Source: an optimization exercise on an open RTL-to-GDS flow (aim: small area, a short achievable clock period and few clock cycles). Production flows keep margins and buffers that such runs may drop.
Only simulation tests tie the RTL to the original design; equivalence was not proved.
Power figures rest on the tool's default switching activity, not on a simulated workload.

== lane 1 ==
// cf2_blframer
module cf2_blframer (
    input  wire        clk,
    input  wire        rst,           
    input  wire        boot_stay,     
    input  wire [31:0] app_word,      
    input  wire        rx_valid,
    input  wire [7:0]  rx_data,
    output wire        rx_ready,      
    output reg         tx_valid,
    output reg  [7:0]  tx_data,
    input  wire        tx_ready,
    output reg         stg_we,
    output reg         stg_re,
    output reg  [13:0] stg_addr,
    output reg  [7:0]  stg_wdata,
    input  wire [7:0]  stg_rdata,
    output reg         fc_we,
    output reg  [1:0]  fc_reg,        
    output wire [31:0] fc_addr,
    output wire [31:0] fc_wdata,
    input  wire        fc_busy,
    output reg         diag_valid,
    output reg  [1:0]  diag_code,     
    output wire        idle,
    output wire        app_mode,
    output wire        fault
);
Size in the first run: ~3300 cells after synthesis, roughly 1100 flip-flops, ~46000 µm² of cells after synthesis.
==> flow/config.mk <==
export PLATFORM = sky130hd
export DESIGN_NAME = cf2_blframer
export DESIGN_NICKNAME = cf2_blframer
export VERILOG_FILES = /design/flow/design.v
export SDC_FILE = /design/flow/constraint.sdc
export NUM_CORES = 4
export LEC_CHECK = 0
export CAP_MARGIN = 20
export CORE_MARGIN = 2
export CORE_UTILIZATION = 40
export CTS_CLUSTER_DIAMETER = 80
export CTS_CLUSTER_SIZE = 25
export PLACE_DENSITY = 0.6
export SETUP_SLACK_MARGIN = 4.8
export SLEW_MARGIN = 20
==> flow/constraint.sdc <==
create_clock -name core_clock -period 8.0 [get_ports {clk}]
set_input_delay 1.6000 -clock core_clock [delete_from_list [all_inputs] [get_ports {clk}]]
set_output_delay 1.6000 -clock core_clock [all_outputs]
set_load 0.01 [all_outputs]
standard.sh (not shown) runs the stock make flow with config.mk's settings and CLKGATE_MAP_FILE= SYNTH_SCRIPT=/design/flow/synth_recipe.tcl, a recipe that flattens the netlist after the stock synthesis.
==> flow/flow/run.sh <==
#!/bin/bash
# The standard layout, with plain buffers (buf_2) on the ports in place of the
# delay-cell buffers buffer_ports picks by default. Every port still gets its
# own buffer; all other steps are the standard.sh unchanged.
set -euo pipefail
bash standard.sh "BUFFER_PORTS_ARGS=-buffer_cell sky130_fd_sc_hd__buf_2" finish > standard_flow.log 2>&1
Testbench counts of lane 1, summed over its fixed seeds: cycles 41,977.
Edits applied to the flow inputs when going from lane 1 to lane 2:
diff --git a/flow/config.mk b/flow/config.mk
--- a/flow/config.mk
+++ b/flow/config.mk
@@ -9,7 +9,7 @@
 export CORE_MARGIN = 2
-export CORE_UTILIZATION = 40
+export CORE_UTILIZATION = 55
 export CTS_CLUSTER_DIAMETER = 80
 export CTS_CLUSTER_SIZE = 25
-export PLACE_DENSITY = 0.6
-export SETUP_SLACK_MARGIN = 4.8
+export PLACE_DENSITY = 0.7
+export SETUP_SLACK_MARGIN = 5.0
 export SLEW_MARGIN = 20
## What came out
- In the reports for lane 2 and lane 1, the larger estimated wirelength of the detail-placed design belongs to lane 1.
- | sequential group share of total power | lane 2 vs lane 1 | ≈ equal |
- Lane 1 → lane 2: sequential share of cell area now sits lower; number of gates resized after cts now sits higher.
- Re area growth from synthesis to final layout: lane 2 and lane 1 aren't equal, and the higher value belongs to lane 2.
> inputs changed (lane 2 -> lane 3)
diff --git a/flow/config.mk b/flow/config.mk
--- a/flow/config.mk
+++ b/flow/config.mk
@@ -9,6 +9,6 @@
 export CORE_MARGIN = 2
-export CORE_UTILIZATION = 55
-export CTS_CLUSTER_DIAMETER = 80
-export CTS_CLUSTER_SIZE = 25
-export PLACE_DENSITY = 0.7
+export CORE_UTILIZATION = 40
+export CTS_CLUSTER_DIAMETER = 90
+export CTS_CLUSTER_SIZE = 30
+export PLACE_DENSITY = 0.6
 export SETUP_SLACK_MARGIN = 5.0
### Flow results
Lane 3 did not stop at any stage, and its layout met the timing, DRC and antenna checks.
In lane 3 the length of the first detailed-routing pass in iterations turned out 2 lower than in lane 2.
Summary of lane 3 over lane 2: combinational power shows an increase of about 9%; count of clock-buffer cells in the layout has decreased; non-clock buffer total of the final layout rose about 22%; wire length reported by the detailed router has increased; total power held.
Inputs modified between lane 3 and lane 4:
==> flow/run.sh (new file) <==
#!/bin/bash
# synth_recipe.tcl (not shown) runs the flow's synth.tcl, then flattens the netlist and writes it again
# the make line also repeats each setting of config.mk as NAME=value (left out here)
make -C /OpenROAD-flow-scripts/flow DESIGN_CONFIG=/design/flow/config.mk WORK_HOME=/design/flow/orfs CLKGATE_MAP_FILE= SYNTH_SCRIPT=/design/flow/synth_recipe.tcl finish
diff --git a/flow/config.mk b/flow/config.mk
--- a/flow/config.mk
+++ b/flow/config.mk
@@ -10,4 +10,4 @@
 export CORE_UTILIZATION = 40
-export CTS_CLUSTER_DIAMETER = 90
-export CTS_CLUSTER_SIZE = 30
+export CTS_CLUSTER_DIAMETER = 80
+export CTS_CLUSTER_SIZE = 25
 export PLACE_DENSITY = 0.6
removed: flow/flow/run.sh
removed: flow/standard.sh
## What came out
- Lane 4 finished end to end and its layout was clean on timing, DRC and antenna.
- Lower setup slack of the worst register-to-register path was reported by lane 4, not lane 3.
- [compare] base=lane 3 new=lane 4: slew at the pin closest to its max-slew limit fell 0.018 ns; met1 layer usage reported by global route up 0.46 points.
- Compared to lane 3, lane 4 has global-route wire length before repair about 1.5% higher.

==> port drivers added, routing unchanged <==
The results above use ideal ports. As a check the final layouts listed here were re-extracted and re-timed, cells and wires unchanged. Step 1 (the two cells are an assumption about what drives the block):
set clk [get_ports {clk}]
set_driving_cell -lib_cell sky130_fd_sc_hd__clkbuf_16 $clk
set_driving_cell -lib_cell sky130_fd_sc_hd__buf_2 [delete_from_list [all_inputs] $clk]
Step 2, shift: input delay + t, output delay - t, t = (earliest + latest rising clock arrival at the registers) / 2. This alone moves slack from input paths to output paths. Three values: ideal, step 1, step 2; two values: the first two.
run | t (ns) | setup WS [ns] | clock arrival spread, ns
lane 1 | 0.747 | 4.746 / 4.644 / 3.897 | 0.097 / 0.096
lane 2 | 0.725 | 4.901 / 4.901 / 4.269 | 0.061 / 0.062
lane 3 | 0.732 | 4.937 / 4.886 / 4.154 | 0.090 / 0.089
lane 4 | 0.758 | 4.902 / 4.848 / 4.090 | 0.083 / 0.084
After both steps setup and hold are still met in every run listed. For lane 1, which loses most, drivers alone change the setup slack by -0.102 ns; drivers and shift together by -0.849 ns.
